Source: an optimization exercise on an open RTL-to-GDS flow (aim: a short achievable clock period). Production flows keep margins and buffers that such runs may drop.
No run shown here included a check of the RTL's function; only the layout flow was run.
Power is estimated from default activity; no workload was simulated.

File: run.sh
#!/bin/bash
# synth_recipe.tcl (not shown) runs the flow's synth.tcl, then flattens the netlist and writes it again
# the make line also repeats each setting of config.mk as NAME=value (left out here)
make -C /OpenROAD-flow-scripts/flow DESIGN_CONFIG=/design/flow/config.mk WORK_HOME=/design/flow/orfs CLKGATE_MAP_FILE= SYNTH_SCRIPT=/design/flow/synth_recipe.tcl finish
File: config.mk
export PLATFORM = sky130hd
export DESIGN_NAME = rd_dds
export DESIGN_NICKNAME = rd_dds
export VERILOG_FILES = /design/flow/design.v
export SDC_FILE = /design/flow/constraint.sdc
export NUM_CORES = 4
export LEC_CHECK = 0
export ABC_CLOCK_PERIOD_IN_PS = 1500
export CAP_MARGIN = 20
export CORE_MARGIN = 2
export CORE_UTILIZATION = 35
export PLACE_DENSITY = 0.55
export SETUP_SLACK_MARGIN = 4.5
export SLEW_MARGIN = 20
File: constraint.sdc
create_clock -name core_clock -period 7.0 [get_ports {clk}]
set_input_delay 1.4000 -clock core_clock [delete_from_list [all_inputs] [get_ports {clk}]]
set_output_delay 1.4000 -clock core_clock [all_outputs]
set_load 0.01 [all_outputs]
File: design.v
module rd_dds_sine (
  input  wire [6:0] idx,
  output wire [6:0] amp
);
  wire [127:0] dec = 128'd1 << idx;
  assign amp[0] = |(dec & 128'h55271d583571c954aad8e2a7ca8e36aa);
  assign amp[1] = |(dec & 128'h336d56600cd56d98cc92a99ff32a9266);
  assign amp[2] = |(dec & 128'ha5b6678003ccdb4a5a49987ffc3324b4);
  assign amp[3] = |(dec & 128'hc6387800003c38c639c787ffffc3c738);
  assign amp[4] = |(dec & 128'hf83f80000003f83e07c07ffffffc07c0);
  assign amp[5] = |(dec & 128'hffc00000000007fe003ffffffffff800);
  assign amp[6] = |(dec & 128'h0000000000000001ffffffffffffffff);
endmodule
module rd_dds_sine34 (
  input  wire [6:0] idx,
  output wire [6:0] amp
);
  wire [127:0] dec = 128'd1 << idx;
  assign amp[0] = |(dec & 128'hf0917ad836bd121ef0917ad836bd121e);
  assign amp[1] = |(dec & 128'h55c54ce00e654754a554363838d8554a);
  assign amp[2] = |(dec & 128'h99198f0001e331326cccf1f83f1e666c);
  assign amp[3] = |(dec & 128'he1e1f000001f0f0e1c3c0ff83fe07870);
  assign amp[4] = |(dec & 128'h01fe00000000ff01fc03fff83fff807f);
  assign amp[5] = |(dec & 128'hfe000000000000fffc000007c000007f);
  assign amp[6] = |(dec & 128'h000000000000000003ffffffffffff80);
endmodule
module rd_dds_symtab (
  input  wire [4:0] sym,
  output reg  [7:0] step_a,
  output reg  [7:0] step_b,
  output reg  [12:0] sel_a,    
  output reg  [8:0] sel_b     
);
  always @(*) begin
    case (sym)
      5'd0: begin step_a = 8'd86; step_b = 8'd60; sel_a = 13'd1; sel_b = 9'd2; end
      5'd1: begin step_a = 8'd77; step_b = 8'd45; sel_a = 13'd2; sel_b = 9'd4; end
      5'd2: begin step_a = 8'd86; step_b = 8'd45; sel_a = 13'd1; sel_b = 9'd4; end
      5'd3: begin step_a = 8'd95; step_b = 8'd45; sel_a = 13'd4; sel_b = 9'd4; end
      5'd4: begin step_a = 8'd77; step_b = 8'd49; sel_a = 13'd2; sel_b = 9'd8; end
      5'd5: begin step_a = 8'd86; step_b = 8'd49; sel_a = 13'd1; sel_b = 9'd8; end
      5'd6: begin step_a = 8'd95; step_b = 8'd49; sel_a = 13'd4; sel_b = 9'd8; end
      5'd7: begin step_a = 8'd77; step_b = 8'd55; sel_a = 13'd2; sel_b = 9'd16; end
      5'd8: begin step_a = 8'd86; step_b = 8'd55; sel_a = 13'd1; sel_b = 9'd16; end
      5'd9: begin step_a = 8'd95; step_b = 8'd55; sel_a = 13'd4; sel_b = 9'd16; end
      5'd10: begin step_a = 8'd77; step_b = 8'd60; sel_a = 13'd2; sel_b = 9'd2; end
      5'd11: begin step_a = 8'd95; step_b = 8'd60; sel_a = 13'd4; sel_b = 9'd2; end
      5'd12: begin step_a = 8'd96; step_b = 8'd83; sel_a = 13'd8; sel_b = 9'd32; end
      5'd13: begin step_a = 8'd58; step_b = 8'd45; sel_a = 13'd16; sel_b = 9'd4; end
      5'd14: begin step_a = 8'd70; step_b = 8'd45; sel_a = 13'd32; sel_b = 9'd4; end
      5'd15: begin step_a = 8'd70; step_b = 8'd58; sel_a = 13'd32; sel_b = 9'd64; end
      5'd16: begin step_a = 8'd83; step_b = 8'd45; sel_a = 13'd64; sel_b = 9'd4; end
      5'd17: begin step_a = 8'd83; step_b = 8'd58; sel_a = 13'd64; sel_b = 9'd64; end
      5'd18: begin step_a = 8'd83; step_b = 8'd70; sel_a = 13'd64; sel_b = 9'd128; end
      5'd19: begin step_a = 8'd96; step_b = 8'd45; sel_a = 13'd8; sel_b = 9'd4; end
      5'd20: begin step_a = 8'd96; step_b = 8'd58; sel_a = 13'd8; sel_b = 9'd64; end
      5'd21: begin step_a = 8'd96; step_b = 8'd70; sel_a = 13'd8; sel_b = 9'd128; end
      5'd22: begin step_a = 8'd109; step_b = 8'd70; sel_a = 13'd128; sel_b = 9'd128; end
      5'd23: begin step_a = 8'd109; step_b = 8'd96; sel_a = 13'd128; sel_b = 9'd256; end
      5'd24: begin step_a = 8'd166; step_b = 8'd0; sel_a = 13'd256; sel_b = 9'd1; end
      5'd25: begin step_a = 8'd64; step_b = 8'd0; sel_a = 13'd512; sel_b = 9'd1; end
      5'd26: begin step_a = 8'd32; step_b = 8'd0; sel_a = 13'd1024; sel_b = 9'd1; end
      5'd27: begin step_a = 8'd33; step_b = 8'd0; sel_a = 13'd2048; sel_b = 9'd1; end
      5'd28: begin step_a = 8'd50; step_b = 8'd0; sel_a = 13'd4096; sel_b = 9'd1; end
      default: begin step_a = 8'd0; step_b = 8'd0; sel_a = 13'd0; sel_b = 9'd0; end
    endcase
  end
endmodule
module rd_dds_engine (
  input  wire        clk,
  input  wire        rst,
  input  wire [31:0] cmd,
  input  wire        cmd_valid,
  output wire        cmd_ready,
  input  wire        tick,
  output reg  [7:0]  sample,
  output wire        out_en,
  output wire        busy
);
  localparam NA = 13;
  localparam NB = 9;
  localparam [8*NA-1:0] KA = {8'd50, 8'd33, 8'd32, 8'd64, 8'd166, 8'd109, 8'd83,
                              8'd70, 8'd58, 8'd96, 8'd95, 8'd77, 8'd86};
  localparam [8*NB-1:0] KB = {8'd96, 8'd70, 8'd58, 8'd83, 8'd55, 8'd49, 8'd45,
                              8'd60, 8'd0};
  localparam [4*29-1:0] SYM_A = {4'd12, 4'd11, 4'd10, 4'd9, 4'd8, 4'd7, 4'd7, 4'd3,
                                 4'd3, 4'd3, 4'd6, 4'd6, 4'd6, 4'd5, 4'd5, 4'd4,
                                 4'd3, 4'd2, 4'd1, 4'd2, 4'd0, 4'd1, 4'd2, 4'd0,
                                 4'd1, 4'd2, 4'd0, 4'd1, 4'd0};
  localparam [4*29-1:0] SYM_B = {4'd0, 4'd0, 4'd0, 4'd0, 4'd0, 4'd8, 4'd7, 4'd7,
                                 4'd6, 4'd2, 4'd7, 4'd6, 4'd2, 4'd6, 4'd2, 4'd2,
                                 4'd5, 4'd1, 4'd1, 4'd4, 4'd4, 4'd4, 4'd3, 4'd3,
                                 4'd3, 4'd2, 4'd2, 4'd2, 4'd1};
  function [7:0] ka; input integer i; begin ka = KA[8*i +: 8]; end endfunction
  function [7:0] kb; input integer i; begin kb = KB[8*i +: 8]; end endfunction
  reg busy_q, busy_o, oen_q, rdy_q;
  assign busy      = busy_o;
  assign out_en    = oen_q;
  assign cmd_ready = rdy_q;
  wire [4:0]  sym      = cmd[20:16];
  wire [15:0] dur      = cmd[15:0];
  wire        hdr_tone = (cmd[31:21] == 11'h100);
  wire        is_init  = (cmd == 32'h1000_0000);
  wire        sym_tune = (sym == 5'd27) || (sym == 5'd28);
  wire        sym_tone = !(sym[4] && sym[3] && (sym[2] || (sym[1] && sym[0])));   
  wire        start    = cmd_valid && hdr_tone && ((sym_tone && (dur != 16'd0)) || sym_tune);
  wire        init     = cmd_valid && !busy_q && is_init;
  wire [7:0]    tab_a, tab_b;
  wire [NA-1:0] sel_a;
  wire [NB-1:0] sel_b;
  rd_dds_symtab u_symtab (.sym(sym), .step_a(tab_a), .step_b(tab_b), .sel_a(sel_a), .sel_b(sel_b));
  reg           zph;             
  reg           fresh;           
  reg [28:0]    sym_q;           
  reg [NA-1:0]  sel_a_q;         
  reg [NB-1:0]  sel_b_q;
  reg [9:0]     k1a, k2a, k3a;   
  reg [9:0]     k1b, k2b, k3b;
  reg [5:0]     dur6;            
  reg [1:0]     tune_q;          
  reg [9:0]     pa, pb;          
  reg [9:0]     na, nb;          
  reg [9:0]     na2, nb2;        
  reg [9:0]     na2c, nb2c;      
  reg [6:0]     ra, rb;          
  reg [7:0]     st_a, st_b;      
  reg           st_b_nz;
  reg [7:0]     nxt_a1, nxt_a2;  
  reg [1:0]     more;            
  reg [3:0]     lo;              
  reg [15:0]    hi;              
  reg [15:0]    hi_m1;           
  reg           hi_is1;          
  reg           last_fin;        
  reg           last_chg;        
  reg           chg2;            
  reg [7*NA-1:0]  cra, cr2a;     
  reg [7*NB-1:0]  crb, cr2b;
  reg [8*29-1:0]  ss;            
  wire do_tick = tick && busy_q;
  function [9:0] kd; input [7:0] k; input [1:0] m;
    begin kd = 10'd4 + m * {2'b00, k}; end
  endfunction
  wire [7*NA-1:0] zcra, zcr2a;
  wire [7*NB-1:0] zcrb, zcr2b;
  genvar g;
  generate
    for (g = 0; g < NA; g = g + 1) begin : g_zra
      rd_dds_sine u_z1 (.idx(kd(KA[8*g +: 8], 2'd1) >> 3), .amp(zcra[7*g +: 7]));
      rd_dds_sine u_z2 (.idx(kd(KA[8*g +: 8], 2'd2) >> 3), .amp(zcr2a[7*g +: 7]));
    end
    for (g = 0; g < NB; g = g + 1) begin : g_zrb
      if (g == 0) begin : g_zero
        assign zcrb[6:0]  = 7'd0;
        assign zcr2b[6:0] = 7'd0;
      end else begin : g_nz
        rd_dds_sine34 u_z1 (.idx(kd(KB[8*g +: 8], 2'd1) >> 3), .amp(zcrb[7*g +: 7]));
        rd_dds_sine34 u_z2 (.idx(kd(KB[8*g +: 8], 2'd2) >> 3), .amp(zcr2b[7*g +: 7]));
      end
    end
  endgenerate
  wire busy_n   = rst ? 1'b0 : (busy_q ? !(tick && last_fin) : start);
  wire busy_o_n = rst ? 1'b0 : (busy_o ? !(tick && last_fin) : start);
  wire oen_n    = rst ? 1'b0 : (oen_q  ? !(tick && last_fin) : start);
  wire rdy_n    = rst ? 1'b1 : (rdy_q  ? !start : (tick && last_fin));
  always @(posedge clk) begin
    busy_q <= busy_n;
    busy_o <= busy_o_n;
    oen_q  <= oen_n;
    rdy_q  <= rdy_n;
    fresh  <= !busy_q;
  end
  reg [9:0] k3a_t, k3b_t;
  integer s3;
  always @(*) begin
    k3a_t = 10'd0;
    k3b_t = 10'd0;
    for (s3 = 0; s3 < 29; s3 = s3 + 1)
      if (sym == s3) begin
        k3a_t = 10'd3 * {2'b00, ka(SYM_A[4*s3 +: 4])};
        k3b_t = 10'd3 * {2'b00, kb(SYM_B[4*s3 +: 4])};
      end
  end
  always @(posedge clk) begin
    if (!busy_q) begin
      sym_q   <= 29'd1 << sym;
      sel_a_q <= sel_a;
      sel_b_q <= sel_b;
      k1a     <= {2'b00, tab_a};
      k2a     <= {1'b0, tab_a, 1'b0};
      k3a     <= k3a_t;
      k1b     <= {2'b00, tab_b};
      k2b     <= {1'b0, tab_b, 1'b0};
      k3b     <= k3b_t;
      dur6    <= dur[5:0];
      tune_q  <= (sym == 5'd27) ? 2'd1 : (sym == 5'd28) ? 2'd2 : 2'd0;
      st_a    <= tab_a;
      st_b    <= tab_b;
      st_b_nz <= (tab_b != 8'd0);
      nxt_a1  <= (sym == 5'd27) ? 8'd42 : 8'd33;
      nxt_a2  <= 8'd50;
      more    <= (sym == 5'd27) ? 2'd2 : (sym == 5'd28) ? 2'd1 : 2'd0;
      lo      <= 4'd15;
      hi      <= sym_tune ? 16'd2 : dur;
      last_fin <= 1'b0;
      last_chg <= 1'b0;
      chg2     <= 1'b0;
    end else if (tick) begin
      if (last_chg) begin
        st_a    <= nxt_a1;
        nxt_a1  <= nxt_a2;
        more    <= more - 2'd1;
        lo      <= 4'd15;
        hi      <= 16'd2;
        last_fin <= 1'b0;
        last_chg <= 1'b0;
        chg2     <= 1'b0;
      end else begin
        lo      <= lo - 4'd1;
        if (lo == 4'd0)
          hi    <= hi_m1;
        last_fin <= (lo == 4'd1) && hi_is1 && (more == 2'd0);
        last_chg <= (lo == 4'd1) && hi_is1 && (more != 2'd0);
        chg2     <= ((lo == 4'd1) || (lo == 4'd2)) && hi_is1 && (more != 2'd0);
      end
    end
  end
  always @(posedge clk) begin
    hi_m1  <= hi - 16'd1;
    hi_is1 <= (hi == 16'd1);
  end
  reg        v1, v2, v3;
  reg [7:0]  slot, slot1, wslot;
  reg [5:0]  pa01, pa23, pa45, pb01, pb23, pb45;
  reg [5:0]  qa, qa45, qb, qb45, ra_m, rb_m;
  wire [5:0] ka6 = k1a[5:0];
  wire [5:0] kb6 = k1b[5:0];
  always @(posedge clk) begin
    if (rst) begin
      v1    <= 1'b0;
      v2    <= 1'b0;
      v3    <= 1'b0;
      slot  <= 8'd0;
      slot1 <= 8'd0;
      wslot <= 8'd0;
    end else begin
      v1    <= fresh && busy_q;
      v2    <= v1;
      v3    <= v2;
      slot  <= {slot[6:0], v3};
      slot1 <= slot;
      wslot <= slot1;
    end
  end
  always @(posedge clk) begin
    pa01 <= (dur6[0] ? ka6 : 6'd0) + (dur6[1] ? {ka6[4:0], 1'b0} : 6'd0);
    pa23 <= (dur6[2] ? {ka6[3:0], 2'b0} : 6'd0) + (dur6[3] ? {ka6[2:0], 3'b0} : 6'd0);
    pa45 <= (dur6[4] ? {ka6[1:0], 4'b0} : 6'd0) + (dur6[5] ? {ka6[0], 5'b0} : 6'd0);
    pb01 <= (dur6[0] ? kb6 : 6'd0) + (dur6[1] ? {kb6[4:0], 1'b0} : 6'd0);
    pb23 <= (dur6[2] ? {kb6[3:0], 2'b0} : 6'd0) + (dur6[3] ? {kb6[2:0], 3'b0} : 6'd0);
    pb45 <= (dur6[4] ? {kb6[1:0], 4'b0} : 6'd0) + (dur6[5] ? {kb6[0], 5'b0} : 6'd0);
    qa   <= pa01 + pa23;
    qa45 <= pa45;
    qb   <= pb01 + pb23;
    qb45 <= pb45;
    ra_m <= qa + qa45;
    rb_m <= qb + qb45;
  end
  wire [9:0] adv_a = (tune_q == 2'd1) ? 10'd928 : (tune_q == 2'd2) ? 10'd608 : {ra_m, 4'b0000};
  wire [9:0] adv_b = (tune_q != 2'd0) ? 10'd0 : {rb_m, 4'b0000};
  always @(posedge clk) begin
    if (rst || init) begin
      pa <= 10'd4;
      pb <= 10'd4;
    end else if (v3) begin
      pa <= pa + adv_a;
      pb <= pb + adv_b;
    end
  end
  always @(posedge clk) begin
    if (rst || init)
      zph <= 1'b1;
    else if (fresh && busy_q)
      zph <= 1'b0;
  end
  reg [9:0] ua0, ua1, ua2, ua3, ub0, ub1;
  reg [9:0] cq0, cq1, cq2, cq3, cqb0, cqb1;
  reg [9:0] ca0, ca1, ca2, ca3, cb0, cb1;
  integer j;
  always @(*) begin
    ca0 = 10'd0; ca1 = 10'd0; ca2 = 10'd0; ca3 = 10'd0; cb0 = 10'd0; cb1 = 10'd0;
    for (j = 0; j < 8; j = j + 1) begin
      if (j < 7) begin
        ca0 = ca0 | ({10{slot[j]}} & {2'b00, ka(j)});
        ca2 = ca2 | ({10{slot[j]}} & {1'b0, ka(j), 1'b0});
      end
      if (j < 6) begin
        ca1 = ca1 | ({10{slot[j]}} & {2'b00, ka(7 + j)});
        ca3 = ca3 | ({10{slot[j]}} & {1'b0, ka(7 + j), 1'b0});
      end
      cb0 = cb0 | ({10{slot[j]}} & {2'b00, kb(1 + j)});
      cb1 = cb1 | ({10{slot[j]}} & {1'b0, kb(1 + j), 1'b0});
    end
  end
  always @(posedge clk) begin
    cq0  <= ca0;
    cq1  <= ca1;
    cq2  <= ca2;
    cq3  <= ca3;
    cqb0 <= cb0;
    cqb1 <= cb1;
    ua0 <= pa + cq0;
    ua1 <= pa + cq1;
    ua2 <= pa + cq2;
    ua3 <= pa + cq3;
    ub0 <= pb + cqb0;
    ub1 <= pb + cqb1;
  end
  wire [6:0] ta0, ta1, ta2, ta3, tb0, tb1;
  rd_dds_sine   u_la0 (.idx(ua0[9:3]), .amp(ta0));
  rd_dds_sine   u_la1 (.idx(ua1[9:3]), .amp(ta1));
  rd_dds_sine   u_la2 (.idx(ua2[9:3]), .amp(ta2));
  rd_dds_sine   u_la3 (.idx(ua3[9:3]), .amp(ta3));
  rd_dds_sine34 u_lb0 (.idx(ub0[9:3]), .amp(tb0));
  rd_dds_sine34 u_lb1 (.idx(ub1[9:3]), .amp(tb1));
  always @(posedge clk) begin
    for (j = 0; j < 8; j = j + 1) begin
      if (wslot[j]) begin
        if (j < 7) begin
          cra[7*j +: 7]  <= ta0;
          cr2a[7*j +: 7] <= ta2;
        end
        if (j < 6) begin
          cra[7*(7+j) +: 7]  <= ta1;
          cr2a[7*(7+j) +: 7] <= ta3;
        end
        crb[7*(1+j) +: 7]  <= tb0;
        cr2b[7*(1+j) +: 7] <= tb1;
      end
    end
    crb[6:0]  <= 7'd0;
    cr2b[6:0] <= 7'd0;
    if (zph) begin
      cr2a <= zcr2a;
      cr2b <= zcr2b;
    end
    for (j = 0; j < 29; j = j + 1)
      ss[8*j +: 8] <= zph ? ({1'b0, zcra[7*SYM_A[4*j +: 4] +: 7]} + {1'b0, zcrb[7*SYM_B[4*j +: 4] +: 7]})
                          : ({1'b0, cra[7*SYM_A[4*j +: 4] +: 7]} + {1'b0, crb[7*SYM_B[4*j +: 4] +: 7]});
  end
  reg [6:0] sa_cr2, sb_cr2;
  reg [7:0] s_first;
  integer k;
  always @(*) begin
    sa_cr2 = 7'd0; sb_cr2 = 7'd0; s_first = 8'd0;
    for (k = 0; k < NA; k = k + 1)
      sa_cr2 = sa_cr2 | ({7{sel_a_q[k]}} & cr2a[7*k +: 7]);
    for (k = 0; k < NB; k = k + 1)
      sb_cr2 = sb_cr2 | ({7{sel_b_q[k]}} & cr2b[7*k +: 7]);
    for (k = 0; k < 29; k = k + 1)
      s_first = s_first | ({8{sym_q[k]}} & ss[8*k +: 8]);
  end
  wire [6:0] amp_a2, amp_b2;
  rd_dds_sine   u_sine_a (.idx(na2[9:3]), .amp(amp_a2));
  rd_dds_sine34 u_sine_b (.idx(nb2[9:3]), .amp(amp_b2));
  wire [9:0] pa_k2 = pa + k2a, pa_k3 = pa + k3a;
  wire [9:0] pb_k2 = pb + k2b, pb_k3 = pb + k3b;
  wire [9:0] na2_n;
  wire [9:0] nb2_n;
  assign na2_n = na2c + {2'b00, (chg2 ? nxt_a1 : st_a)};
  assign nb2_n = nb2c + {2'b00, st_b};
  reg       ahead;
  reg [7:0] pend;
  wire      shift = !fresh && tick && !ahead;
  always @(posedge clk) begin
    na2  <= fresh ? pa_k3 : shift ? na2_n : na2c;
    na2c <= fresh ? pa_k3 : shift ? na2_n : na2;
    nb2  <= fresh ? pb_k3 : shift ? nb2_n : nb2c;
    nb2c <= fresh ? pb_k3 : shift ? nb2_n : nb2;
  end
  always @(posedge clk) begin
    if (fresh) begin
      na    <= pa_k2;
      ra    <= sa_cr2;
      nb    <= pb_k2;
      rb    <= sb_cr2;
      pend  <= s_first;
      ahead <= !tick;
    end else if (tick) begin
      if (!ahead) begin
        na  <= na2c;
        ra  <= amp_a2;
        nb  <= nb2c;
        rb  <= st_b_nz ? amp_b2 : 7'd0;
      end
      ahead <= 1'b0;
    end
  end
  reg  [7:0] sample_q;
  reg        busy_s;
  wire [7:0] sample_n = fresh ? s_first : ahead ? pend : ({1'b0, ra} + {1'b0, rb});
  always @(posedge clk) begin
    busy_s   <= rst ? 1'b0 : (busy_s ? !(tick && last_fin) : start);
    if (do_tick)
      sample_q <= sample_n;
    sample   <= (tick && busy_s) ? sample_n : sample_q;
  end
endmodule
module rd_dds_decoder (
  input  wire       clk,
  input  wire       rst,
  input  wire       dial_active,
  input  wire       pulse,
  input  wire       db_release,
  input  wire       sf_inhibit,
  input  wire [1:0] map_policy,
  output reg  [4:0] digit,
  output reg        digit_valid,
  output reg        sf_arm,
  output reg        sf_cancel
);
  localparam [4:0] SYM_OFF = 5'd31;
  reg        dialing;
  reg [11:0] cnt;        
  reg        db_lock;
  reg        pulse_q;    
  reg  [4:0] digit_q;    
  function [4:0] cls1h;
    input [11:0] c;
    input [1:0]  policy;
    integer i;
    begin
      cls1h = 5'd0;
      for (i = 1; i <= 10; i = i + 1)
        if (c[i])
          case (policy)
            2'd1:    cls1h = cls1h | ((10 - i) % 10);    
            2'd2:    cls1h = cls1h | (i - 1);            
            default: cls1h = cls1h | (i % 10);           
          endcase
      if (c[0] || c[11])
        cls1h = SYM_OFF;
    end
  endfunction
  wire [11:0] cnt_inc = {cnt[11] | cnt[10], cnt[9:0], 1'b0};
  wire [4:0]  d_same  = cls1h(cnt, map_policy);
  wire [4:0]  d_inc   = cls1h(cnt_inc, map_policy);
  wire        v_same  = |cnt[10:1];
  wire        v_inc   = |cnt[9:0];
  wire lock_1   = db_lock && !db_release;                
  wire ev_dials = dial_active && !dialing;               
  wire dialing1 = dialing || dial_active;
  wire ev_edge  = pulse && !pulse_q;
  wire ev_pulse = ev_edge && !lock_1;                    
  wire counted  = ev_pulse && dialing1 && !sf_inhibit;
  wire ev_diale = !dial_active && dialing;               
  always @(posedge clk) begin
    if (rst) begin
      dialing     <= 1'b0;
      cnt         <= 12'd1;
      digit       <= SYM_OFF;
      digit_q     <= SYM_OFF;
      db_lock     <= 1'b0;
      pulse_q     <= 1'b1;
      digit_valid <= 1'b0;
      sf_arm      <= 1'b0;
      sf_cancel   <= 1'b0;
    end else begin
      dialing     <= dial_active;
      if (ev_dials)
        cnt       <= counted ? 12'd2 : 12'd1;
      else if (counted)
        cnt       <= cnt_inc;
      digit       <= ev_diale ? (counted ? d_inc : d_same) : digit_q;
      digit_q     <= ev_diale ? (counted ? d_inc : d_same) : digit;
      db_lock     <= lock_1 || ev_edge;
      pulse_q     <= pulse;
      digit_valid <= ev_diale && (counted ? v_inc : v_same);
      sf_arm      <= ev_dials;
      sf_cancel   <= (ev_pulse && dialing1) || ev_diale;
    end
  end
endmodule
module rd_dds (
  input  wire        clk,
  input  wire        rst,           
  input  wire [31:0] cmd,
  input  wire        cmd_valid,
  output wire        cmd_ready,
  input  wire        tick,
  input  wire        dial_active,
  input  wire        pulse,
  input  wire        db_release,
  input  wire        sf_inhibit,
  input  wire [1:0]  map_policy,
  output wire [7:0]  sample,
  output wire        out_en,
  output wire        busy,
  output wire [4:0]  digit,
  output wire        digit_valid,
  output wire        sf_arm,
  output wire        sf_cancel
);
  rd_dds_engine u_engine (
    .clk(clk), .rst(rst),
    .cmd(cmd), .cmd_valid(cmd_valid), .cmd_ready(cmd_ready),
    .tick(tick),
    .sample(sample), .out_en(out_en), .busy(busy)
  );
  rd_dds_decoder u_decoder (
    .clk(clk), .rst(rst),
    .dial_active(dial_active), .pulse(pulse), .db_release(db_release),
    .sf_inhibit(sf_inhibit), .map_policy(map_policy),
    .digit(digit), .digit_valid(digit_valid),
    .sf_arm(sf_arm), .sf_cancel(sf_cancel)
  );
endmodule
==> results of run 1 <==
-- power groups by stage --
stage	logic, mW	clock network, mW	registers (mW)
CTS	1.22	5.71	5.75
global route	1.47	5.92	5.77
detailed placement	1.10	0	5.88
global placement	1.11	0	5.88
finish	1.37	5.63	5.76
floorplan	0.802	0	5.80
-- kinds of logic (layout without fill, tap and decap cells) --
family / count (synthesis) / count (layout)
other: 0 / 1
and+or+nand+nor: 2288 / 2288
muxes: 58 / 58
AOI/OAI and AO/OA: 1859 / 1860
DFF: 915 / 915
buffers and inverters: 658 / 770
xor gates and xnor gates: 234 / 234
adders and majority gates: 315 / 315
-- final cells by class --
cell class	count	area, um^2
fillers	15100	90200
clock inverters	46	571
inverters	173	771
clock buffers	141	2960
repair buffers	410	4920
diodes	1	2.50
well taps	2058	2570
flip-flops and latches	915	21400
multi-input cells	4755	32800
-- timing repair --
action                     in CTS  in global routing
cloned                         11                 25
pin swaps                      59                 94
hold endpoints to repair        0                  0
setup endpoints to repair     516                394
resized for setup             526                320
buffers inserted              156                 76
-- layer usage --
metal  wire length (um)  global-route usage [%]
met1              92500                    34.9
met2              95900                    39.2
met3              18500                    3.06
met4               8000                    8.43
met5                  0                       0
-- worst max path at each step --
| stage | to | slack [ps] | start | cells past startpoint |
|---|---|---|---|---|
| final | u_engine.cra[35] | 4350 | u_engine.ua0[4] | 7 |
| after global routing | u_engine.cra[14] | 4300 | u_engine.ua0[7] | 8 |
| after CTS | sample[6] | 4360 | u_engine.sample[6] | 1 |
| after detailed placement | u_engine.k3a[1] | 2230 | cmd[17] | 8 |
| after global placement | u_engine.k3a[1] | 2200 | cmd[17] | 8 |
| after floorplan | u_engine.k3a[1] | 3870 | cmd[17] | 8 |
-- per-stage QoR --
step | power (mW) | hold WS, ps
2_1_floorplan | 6.60 | 310
3_3_place_gp | 6.99 | 311
3_5_place_dp | 6.98 | 312
4_1_cts | 12.7 | 326
5_1_grt | 13.2 | 332
6_report | 12.8 | 326
-- state kept, by name, indices dropped and copies added (netlist names), 12 cells and up --
| register | flops |
|---|---|
| u_engine.crb | 56 |
| u_engine.sel_a_q | 12 |
| u_engine.hi | 16 |
| u_engine.cr2a | 91 |
| u_engine.cr2b | 56 |
| u_engine.hi_m1 | 16 |
| u_engine.sym_q | 29 |
| u_decoder.cnt | 12 |
| u_engine.ss | 227 |
| u_engine.cra | 91 |
-- cells in the mapped netlist (42+ instances only) --
| cell type | number |
|---|---|
| a211oi_1 | 107 |
| nand3_1 | 145 |
| a31oi_1 | 83 |
| nand2b_1 | 141 |
| o21ai_0 | 320 |
| dfxtp_1 | 619 |
| nand4_1 | 55 |
| a21o_1 | 134 |
| and2_1 | 51 |
| buf_2 | 131 |
| xnor2_1 | 133 |
| or3_1 | 46 |
| xor2_1 | 100 |
| nor4_1 | 51 |
| mux2i_1 | 42 |
| inv_1 | 162 |
| a21oi_1 | 408 |
| edfxtp_1 | 296 |
| buf_1 | 47 |
| clkbuf_1 | 289 |
| a22o_1 | 42 |
| or2_2 | 86 |
| nor2b_1 | 218 |
| ha_1 | 276 |
| nor2_1 | 627 |
| nand2_1 | 488 |
| o22ai_1 | 89 |
| nor3_1 | 176 |
| a22oi_1 | 188 |
-- layout by cell type, fill, tap and decap left out, types with 77 or more instances in the layout --
cell	synthesis	layout
a211oi_1	107	97
a21o_1	134	134
a21oi_1	408	394
a22oi_1	188	187
a31oi_1	83	77
buf_4	7	219
clkbuf_16	0	132
dfxtp_1	619	556
edfxtp_1	296	296
ha_1	276	266
inv_1	162	131
nand2_1	488	458
nand2b_1	141	110
nand3_1	145	138
nor2_1	627	589
nor2b_1	218	183
nor3_1	176	168
o21ai_0	320	294
o22ai_1	89	85
or2_2	86	79
xnor2_1	133	131
xor2_1	100	96
==> impl_results.md, run 1 <==
- Grt total ovfl: 0
- DR vias: 51700
- Final core occ: 42.2%
- Top cells by area, synth: dfxtp_1 (23%), edfxtp_1 (16%), ha_1 (6.3%)
- Worst-Skew Late Latency: 720 ps
- Die W: 401 um
- Post-DRT Antenna Nets: 0
- Largest stage delay, worst path: 580 ps
- Post-synth cell types: 112
- Mapped Nets: 6680
- Hold path startpoint: u_engine.qa[3]
- Routed wire per std cell: 25.3 um
- Multiplexer share of the synthesized area: 1.09%
- Reg2reg end: u_engine.cra[35]
- Mean post-synth cell area: 8.70 um^2
- Mapped Cells: 6327
- Skew final: 27.4 ps
- Data arrival time of the worst path: 3080 ps
- Crit path buf inv count: 2
- Finished Cell Area: 66000 um^2
- Pint: 9.51 mW
- Final WS setup: 4350 ps
- Crit path required time: 7420 ps
- Compound-cell area share of the yosys netlist: 22.8%
- Root Driver: clkbuf_16
- Core footprint: 156000 um^2
- Endpoint of the worst hold path: u_engine.ra_m[3]
- Tot GR Track Use: 24.8%
- Initial antenna violation count: 3
- Hold Crit Class: reg -> reg
- Yosys reg bits: 915
- Reg2reg setup slack: 4350 ps
- Vias in the first global route: 47500
- Die height: 401 um
- Worst slew pin tran: 1060 ps
- Simple-gate share of the synthesized area: 21.1%
- Max VDD drop: 0.200 mV
- CTS tree: done
- # rows: 145
- Netlist Area Pre-Place: 55000 um^2
- Setup TNS: 0 ps
- Pin count of the biggest net entering global routing: 171
- Vias per cell: 6.09
- LEAKAGE: 24.9 nW
- Final WL: 215000 um
- Max cap viols: 0
- Worst path slowest cell: or4_4
- Longest Clk Path Bufs: 3
- Top FF cell, synth: dfxtp_1
- Pwr dens: 193 nW/um^2
- Largest family of logic cells by synthesized area: compound AO/OA/AOI/OAI gates
- First-pass GRT wire length: 310000 um
- Crit-path cells: buf_12 -> inv_2 -> a22o_1 -> a222oi_1 -> nor2_1 -> or3_1 -> or4_4
- Worst R2R Path Depth: 7
- Clock group share of total power: 44.1%
- Final setup fails: 0
- Layout Nets: 6707
- Sink Count: 915
- Num CTS Buffers: 99
- Post-synth ARST share: 0%
- Area of the die: 160000 um^2
- Sequential share of the synthesized area: 38.7%
- Drt drc: 0
- Crit path launch type: flip-flop
- Seq pwr share: 45.1%
- Synth area leader: dfxtp_1
- Comb pwr share: 10.7%
- Min cycle time layout: 2650 ps
- R2r startpoint: u_engine.ua0[4]
- Hold path depth: 0
- Top-level I/O count: 61
- DP Area: 57000 um^2
- NetSw: 3.24 mW
- Fmax: 377 MHz
- CP Class: reg -> reg
- Unrepaired setup endpoints after global routing: yes
- Slew HR: 29.4%
- Peak fanout along the critical path: 13
- Kind of end point of the critical path: flip-flop
- Number of flops mapped to enable cells by yosys: 296
- Share of cells above drive strength 1: 17.1%
- DP HPWL: 142000 um
- Finished Layout Cells: 8499
- Slew Viols, Final: 0
- Crit share post-route: 37.9%
- Global placement routability congestion: 0.921
- Port Buffers: 60
- Worst-path clk slew: 60 ps
- Starting density of the core: 35.2%
- 1st-iter DRT viols: 6667
- Post-CTS Hold Fix Bufs: 0
- Adder-cell share of the synthesized area: 7.62%
- Largest delay share family, worst path: simple AND/OR/NAND/NOR gates
- Final Hold Vio Count: 0
- Pre-CTS setup slack: 2230 ps
- Synth warn: 3
- Synth top area share: 22.5%
- Synth-to-Final Area Change: 19.9%
- Sw Share: 25.4%
- Drt pass-1 iters: 8
- Dpl cells: 8043
- Outcome: finished clean
- H-tree depth: 3
- XOR/XNOR Fraction of Synth Area: 3.74%
==> run 2, diff against run 1 <==
--- a/design.v
+++ b/design.v
@@ -121,7 +121,6 @@
   reg [9:0]     pa, pb;          
   reg [9:0]     na, nb;          
   reg [9:0]     na2, nb2;        
-  reg [9:0]     na2c, nb2c;      
   reg [6:0]     ra, rb;          
   reg [7:0]     st_a, st_b;      
   reg           st_b_nz;
@@ -230,7 +229,7 @@
     hi_is1 <= (hi == 16'd1);
   end
   reg        v1, v2, v3;
-  reg [7:0]  slot, slot1, wslot;
+  reg [7:0]  slot, slot1, slot2, wslot;
   reg [5:0]  pa01, pa23, pa45, pb01, pb23, pb45;
   reg [5:0]  qa, qa45, qb, qb45, ra_m, rb_m;
   wire [5:0] ka6 = k1a[5:0];
@@ -242,6 +241,7 @@
       v3    <= 1'b0;
       slot  <= 8'd0;
       slot1 <= 8'd0;
+      slot2 <= 8'd0;
       wslot <= 8'd0;
     end else begin
       v1    <= fresh && busy_q;
@@ -249,7 +249,8 @@
       v3    <= v2;
       slot  <= {slot[6:0], v3};
       slot1 <= slot;
-      wslot <= slot1;
+      slot2 <= slot1;
+      wslot <= slot2;
     end
   end
   always @(posedge clk) begin
@@ -316,13 +317,22 @@
     ub0 <= pb + cqb0;
     ub1 <= pb + cqb1;
   end
-  wire [6:0] ta0, ta1, ta2, ta3, tb0, tb1;
-  rd_dds_sine   u_la0 (.idx(ua0[9:3]), .amp(ta0));
-  rd_dds_sine   u_la1 (.idx(ua1[9:3]), .amp(ta1));
-  rd_dds_sine   u_la2 (.idx(ua2[9:3]), .amp(ta2));
-  rd_dds_sine   u_la3 (.idx(ua3[9:3]), .amp(ta3));
-  rd_dds_sine34 u_lb0 (.idx(ub0[9:3]), .amp(tb0));
-  rd_dds_sine34 u_lb1 (.idx(ub1[9:3]), .amp(tb1));
+  wire [6:0] la0, la1, la2, la3, lb0, lb1;
+  reg  [6:0] ta0, ta1, ta2, ta3, tb0, tb1;
+  rd_dds_sine   u_la0 (.idx(ua0[9:3]), .amp(la0));
+  rd_dds_sine   u_la1 (.idx(ua1[9:3]), .amp(la1));
+  rd_dds_sine   u_la2 (.idx(ua2[9:3]), .amp(la2));
+  rd_dds_sine   u_la3 (.idx(ua3[9:3]), .amp(la3));
+  rd_dds_sine34 u_lb0 (.idx(ub0[9:3]), .amp(lb0));
+  rd_dds_sine34 u_lb1 (.idx(ub1[9:3]), .amp(lb1));
+  always @(posedge clk) begin
+    ta0 <= la0;
+    ta1 <= la1;
+    ta2 <= la2;
+    ta3 <= la3;
+    tb0 <= lb0;
+    tb1 <= lb1;
+  end
   always @(posedge clk) begin
     for (j = 0; j < 8; j = j + 1) begin
       if (wslot[j]) begin
@@ -365,45 +375,37 @@
   rd_dds_sine34 u_sine_b (.idx(nb2[9:3]), .amp(amp_b2));
   wire [9:0] pa_k2 = pa + k2a, pa_k3 = pa + k3a;
   wire [9:0] pb_k2 = pb + k2b, pb_k3 = pb + k3b;
-  wire [9:0] na2_n;
-  wire [9:0] nb2_n;
-  assign na2_n = na2c + {2'b00, (chg2 ? nxt_a1 : st_a)};
-  assign nb2_n = nb2c + {2'b00, st_b};
+  wire [9:0] na2_n = na2 + {2'b00, (chg2 ? nxt_a1 : st_a)};
+  wire [9:0] nb2_n = nb2 + {2'b00, st_b};
   reg       ahead;
   reg [7:0] pend;
-  wire      shift = !fresh && tick && !ahead;
-  always @(posedge clk) begin
-    na2  <= fresh ? pa_k3 : shift ? na2_n : na2c;
-    na2c <= fresh ? pa_k3 : shift ? na2_n : na2;
-    nb2  <= fresh ? pb_k3 : shift ? nb2_n : nb2c;
-    nb2c <= fresh ? pb_k3 : shift ? nb2_n : nb2;
-  end
   always @(posedge clk) begin
     if (fresh) begin
       na    <= pa_k2;
+      na2   <= pa_k3;
       ra    <= sa_cr2;
       nb    <= pb_k2;
+      nb2   <= pb_k3;
       rb    <= sb_cr2;
       pend  <= s_first;
       ahead <= !tick;
     end else if (tick) begin
       if (!ahead) begin
-        na  <= na2c;
+        na  <= na2;
+        na2 <= na2_n;
         ra  <= amp_a2;
-        nb  <= nb2c;
+        nb  <= nb2;
+        nb2 <= nb2_n;
         rb  <= st_b_nz ? amp_b2 : 7'd0;
       end
       ahead <= 1'b0;
     end
   end
   reg  [7:0] sample_q;
-  reg        busy_s;
   wire [7:0] sample_n = fresh ? s_first : ahead ? pend : ({1'b0, ra} + {1'b0, rb});
   always @(posedge clk) begin
-    busy_s   <= rst ? 1'b0 : (busy_s ? !(tick && last_fin) : start);
-    if (do_tick)
-      sample_q <= sample_n;
-    sample   <= (tick && busy_s) ? sample_n : sample_q;
+    sample_q <= do_tick ? sample_n : sample;
+    sample   <= do_tick ? sample_n : sample_q;
   end
 endmodule
 module rd_dds_decoder (
==> run 2 against run 1 <==
  * Cell area is 4.1% lower
  * Register-to-register slack improved by 60 ps
  * Utilization fell by 1.2 points
  * Setup slack improved by 6.3 ps
  * Largest cell class unchanged
==> impl_results.md, run 2 <==
- Unrepaired setup endpoints after global routing: yes (unchanged)
- Largest delay share family, worst path: compound AO/OA/AOI/OAI gates (was simple AND/OR/NAND/NOR gates)
- Drt pass-1 iters: 8 (unchanged)
- DP Area: 56600 um^2 (was 57000 um^2)
- Synth-to-Final Area Change: 16.6% (was 19.9%)
- Initial antenna violation count: 4 (was 3)
- Starting density of the core: 35.2% (about the same)
- Post-synth top cells: dfxtp_1 (629), nor2_1 (576), nand2_1 (444), a21oi_1 (384), o21ai_0 (333) (was nor2_1 (627), dfxtp_1 (619), nand2_1 (488), a21oi_1 (408), o21ai_0 (320))
- Drt drc: 0 (unchanged)
- Finished Layout Cells: 8217 (was 8499)
- # rows: 144 (was 145)
- Final core occ: 41.1% (was 42.2%)
- Core footprint: 154000 um^2 (was 156000 um^2)
- Share of cells above drive strength 1: 13.7% (was 17.1%)
- Mean post-synth cell area: 8.88 um^2 (was 8.70 um^2)
- Crit path required time: 7420 ps (about the same)
- Kind of end point of the critical path: flip-flop (unchanged)
- Finished Cell Area: 63300 um^2 (was 66000 um^2)
- CTS tree: done (unchanged)
- Crit path launch type: input port (was flip-flop)
- Most common cell after layout, fill and taps aside: dfxtp_1 (was nor2_1)
- Worst slew pin tran: 1060 ps (about the same)
- Max VDD drop: 0.194 mV (was 0.200 mV)
- Met3 Use GR: 2.75% (was 3.06%)
- Final Hold Vio Count: 0 (unchanged)
- Crit share post-route: 37.8% (was 37.9%)
- Area of the die: 158000 um^2 (was 160000 um^2)
- Mapped Cells: 6114 (was 6327)
- Dpl cells: 7850 (was 8043)
- Hold Crit Class: reg -> reg (unchanged)
- Largest regs: u_engine.ss x227, u_engine.cr2a x91, u_engine.cra x91 (unchanged)
- Worst path slowest cell: or2_4 (was or4_4)
- Synth area leader: dfxtp_1 (unchanged)
- Commonest cells after routing, fill and taps aside: dfxtp_1 (589), nor2_1 (552), nand2_1 (429), a21oi_1 (366) (was nor2_1 (589), dfxtp_1 (556), nand2_1 (458), a21oi_1 (394), edfxtp_1 (296))
- Most used routing layer: met2 (unchanged)
- Worst-Skew Late Latency: 740 ps (was 720 ps)
- Layout Nets: 6436 (was 6707)
- Largest stage delay, worst path: 290 ps (was 580 ps)
- LEAKAGE: 23.8 nW (was 24.9 nW)
- DR vias: 48300 (was 51700)
- Port Buffers: 60 (unchanged)
- Worst-path clk slew: 60 ps (about the same)
- Yosys reg bits: 937 (was 915)
- Data arrival time of the worst path: 3070 ps (was 3080 ps)
- Top FF cell, synth: dfxtp_1 (unchanged)
- Most frequent cell after synthesis: dfxtp_1 (was nor2_1)
- Top cells by area, synth: dfxtp_1 (23%), edfxtp_1 (17%), ha_1 (6.4%) (was dfxtp_1 (23%), edfxtp_1 (16%), ha_1 (6.3%))
- Slew HR: 29.0% (was 29.4%)
- Tot GR Track Use: 22.9% (was 24.8%)
- Outcome: finished clean (unchanged)
- Setup TNS: 0 ps (unchanged)
- Synth warn: 3 (unchanged)
- Root Driver: clkbuf_16 (unchanged)
- Max FFs per register: 227 (unchanged)
- Number of flops mapped to enable cells by yosys: 308 (was 296)
- Routed wire per std cell: 23.2 um (was 25.3 um)
- Worst R2R Path Depth: 12 (was 7)
- M2 GR Usage: 35.6% (was 39.2%)
- Slew Viols, Final: 0 (unchanged)
- Pwr dens: 205 nW/um^2 (was 193 nW/um^2)
- Skew final: 74.8 ps (was 27.4 ps)
- Vias in the first global route: 44800 (was 47500)
- Num CTS Buffers: 101 (was 99)
- Netlist Area Pre-Place: 54300 um^2 (was 55000 um^2)
- Pre-CTS setup slack: 2140 ps (was 2230 ps)
- Die W: 398 um (was 401 um)
- Fmax: 378 MHz (was 377 MHz)
- Final WL: 190000 um (was 215000 um)
- 1st-iter DRT viols: 5560 (was 6667)
- Max cap viols: 0 (unchanged)
- Most flops, register: u_engine.ss (unchanged)
- Sequential share of the synthesized area: 40.2% (was 38.7%)
- Synth top area share: 23.2% (was 22.5%)
- First-pass GRT wire length: 284000 um (was 310000 um)
- Crit path buf inv count: 4 (was 2)
- CP Depth: 11 (was 7)
- Post-DRT Antenna Nets: 0 (unchanged)
- Final WS setup: 4350 ps (about the same)
- Sink Count: 937 (was 915)
- Final setup fails: 0 (unchanged)
- Top-level I/O count: 61 (unchanged)
- Global placement routability congestion: 0.923 (was 0.921)
- Die height: 398 um (was 401 um)
- Peak fanout along the critical path: 5 (was 13)
- Post-synth cell types: 96 (was 112)
- M1 GR Usage: 33.6% (was 34.9%)
- Vias per cell: 5.88 (was 6.09)
- Post-synth ARST share: 0% (unchanged)
- Mapped Nets: 6467 (was 6680)
- Hold path depth: 0 (unchanged)
- DP HPWL: 128000 um (was 142000 um)
- Reg2reg setup slack: 4410 ps (was 4350 ps)
- CP Class: in -> reg (was reg -> reg)
- Crit-path cells: buf_6 -> buf_12 -> inv_8 -> ha_4 -> or2_4 -> buf_4 -> o21ai_4 -> o21ai_2 -> nor2b_4 -> a21oi_1 -> o32a_1 (was buf_12 -> inv_2 -> a22o_1 -> a222oi_1 -> nor2_1 -> or3_1 -> or4_4)
- Longest Clk Path Bufs: 3 (unchanged)
- Pin count of the biggest net entering global routing: 223 (was 171)
- H-tree depth: 3 (unchanged)
- Min cycle time layout: 2650 ps (about the same)
- Grt total ovfl: 0 (unchanged)
- Post-CTS Hold Fix Bufs: 0 (unchanged)
==> run 2: cell count changes in the layout (fill, tap and decap cells not counted), moves of 37 or more <==
| cell | before | now |
|---|---|---|
| nor2_1 | 589 | 552 |
| a211oi_1 | 97 | 57 |
| a211o_1 | 8 | 97 |
| nand2b_1 | 110 | 157 |
| buf_12 | 69 | 22 |
| nor2b_1 | 183 | 248 |
| mux2i_1 | 41 | 93 |
==> run 2: repair_timing <==
action,in CTS,in global routing
cloned,2,5
hold endpoints to repair,0,0
setup buffers,89,78
endpoints found under the setup margin,280,173
gates resized for setup,323,222
pin swaps,47,77
==> run 2: cells by family after synthesis <==
family / count (synthesis) / synth area share [%]
adders and majority gates: 315 / 7.73
xor gates and xnor gates: 224 / 3.61
AOI/OAI and AO/OA: 1835 / 23.0
buffers and inverters: 635 / 4.75
and+or+nand+nor: 2063 / 18.7
DFF: 937 / 40.2
muxes: 105 / 1.96
==> run 2: metal layers <==
layer	vias up	wire [um]
met1	23600	87600
met4	0	4950
met5	-	0
met3	326	12900
met2	2026	85000
li1	22400	-
==> run 2: cell type report <==
cell class	instances	area (um^2)
Fill cell	15200	90800
Multi-Input combinational cell	4543	31200
Sequential cell	937	21900
Timing Repair Buffer	321	3190
Clock buffer	134	2850
Tap cell	2044	2560
Inverter	179	800
Clock inverter	58	759
Antenna cell	1	2.50
==> run 2: path summary, 6_finish.rpt <==
check,startpoint,endpoint
worst min register to register,u_engine.qb[0],u_engine.rb_m[0]
worst max-delay path,cmd[16],u_engine.k3a[7]
worst min-delay path,u_engine.qb[0],u_engine.rb_m[0]
worst max register to register,u_engine.chg2,u_engine.na2[8]
==> run 2: through the flow <==
step	hold WS, ps	power (mW)
2_1_floorplan	310	6.73
3_3_place_gp	311	7.10
3_5_place_dp	314	7.10
4_1_cts	301	13.0
5_1_grt	310	13.4
6_report	300	13.0
==> run 2: power by group <==
group | switching, mW | internal, mW
combinational | 0.798 | 0.562
clock | 2.37 | 3.37
sequential | 0.117 | 5.75

## re-timing with driven ports
The results above use ideal ports. As a check the final layouts listed here were re-extracted and re-timed, cells and wires unchanged.
Step 1: set_driving_cell puts a clkbuf_16 on clk and a buf_2 on each other input, an assumption about the parent block.
Step 2 moves the port delays by t, midway between the first and last clock arrival at a register: inputs arrive t later, outputs are due t later. That takes back most of the time a late clock gives input paths.
a / b / c = ideal ports / drivers / drivers and shift; a / b = the first two.
run	t (ns)	setup slack, ns	hold WS [ns]
run 1	0.774	4.346 / 4.329 / 3.714	0.326 / 0.326 / 0.326
run 2	0.783	4.353 / 4.273 / 3.490	0.300 / 0.300 / 0.300
After both steps setup and hold are still met in every run listed. For run 2, which loses most, drivers alone change the setup slack by -0.080 ns; drivers and shift together by -0.863 ns.
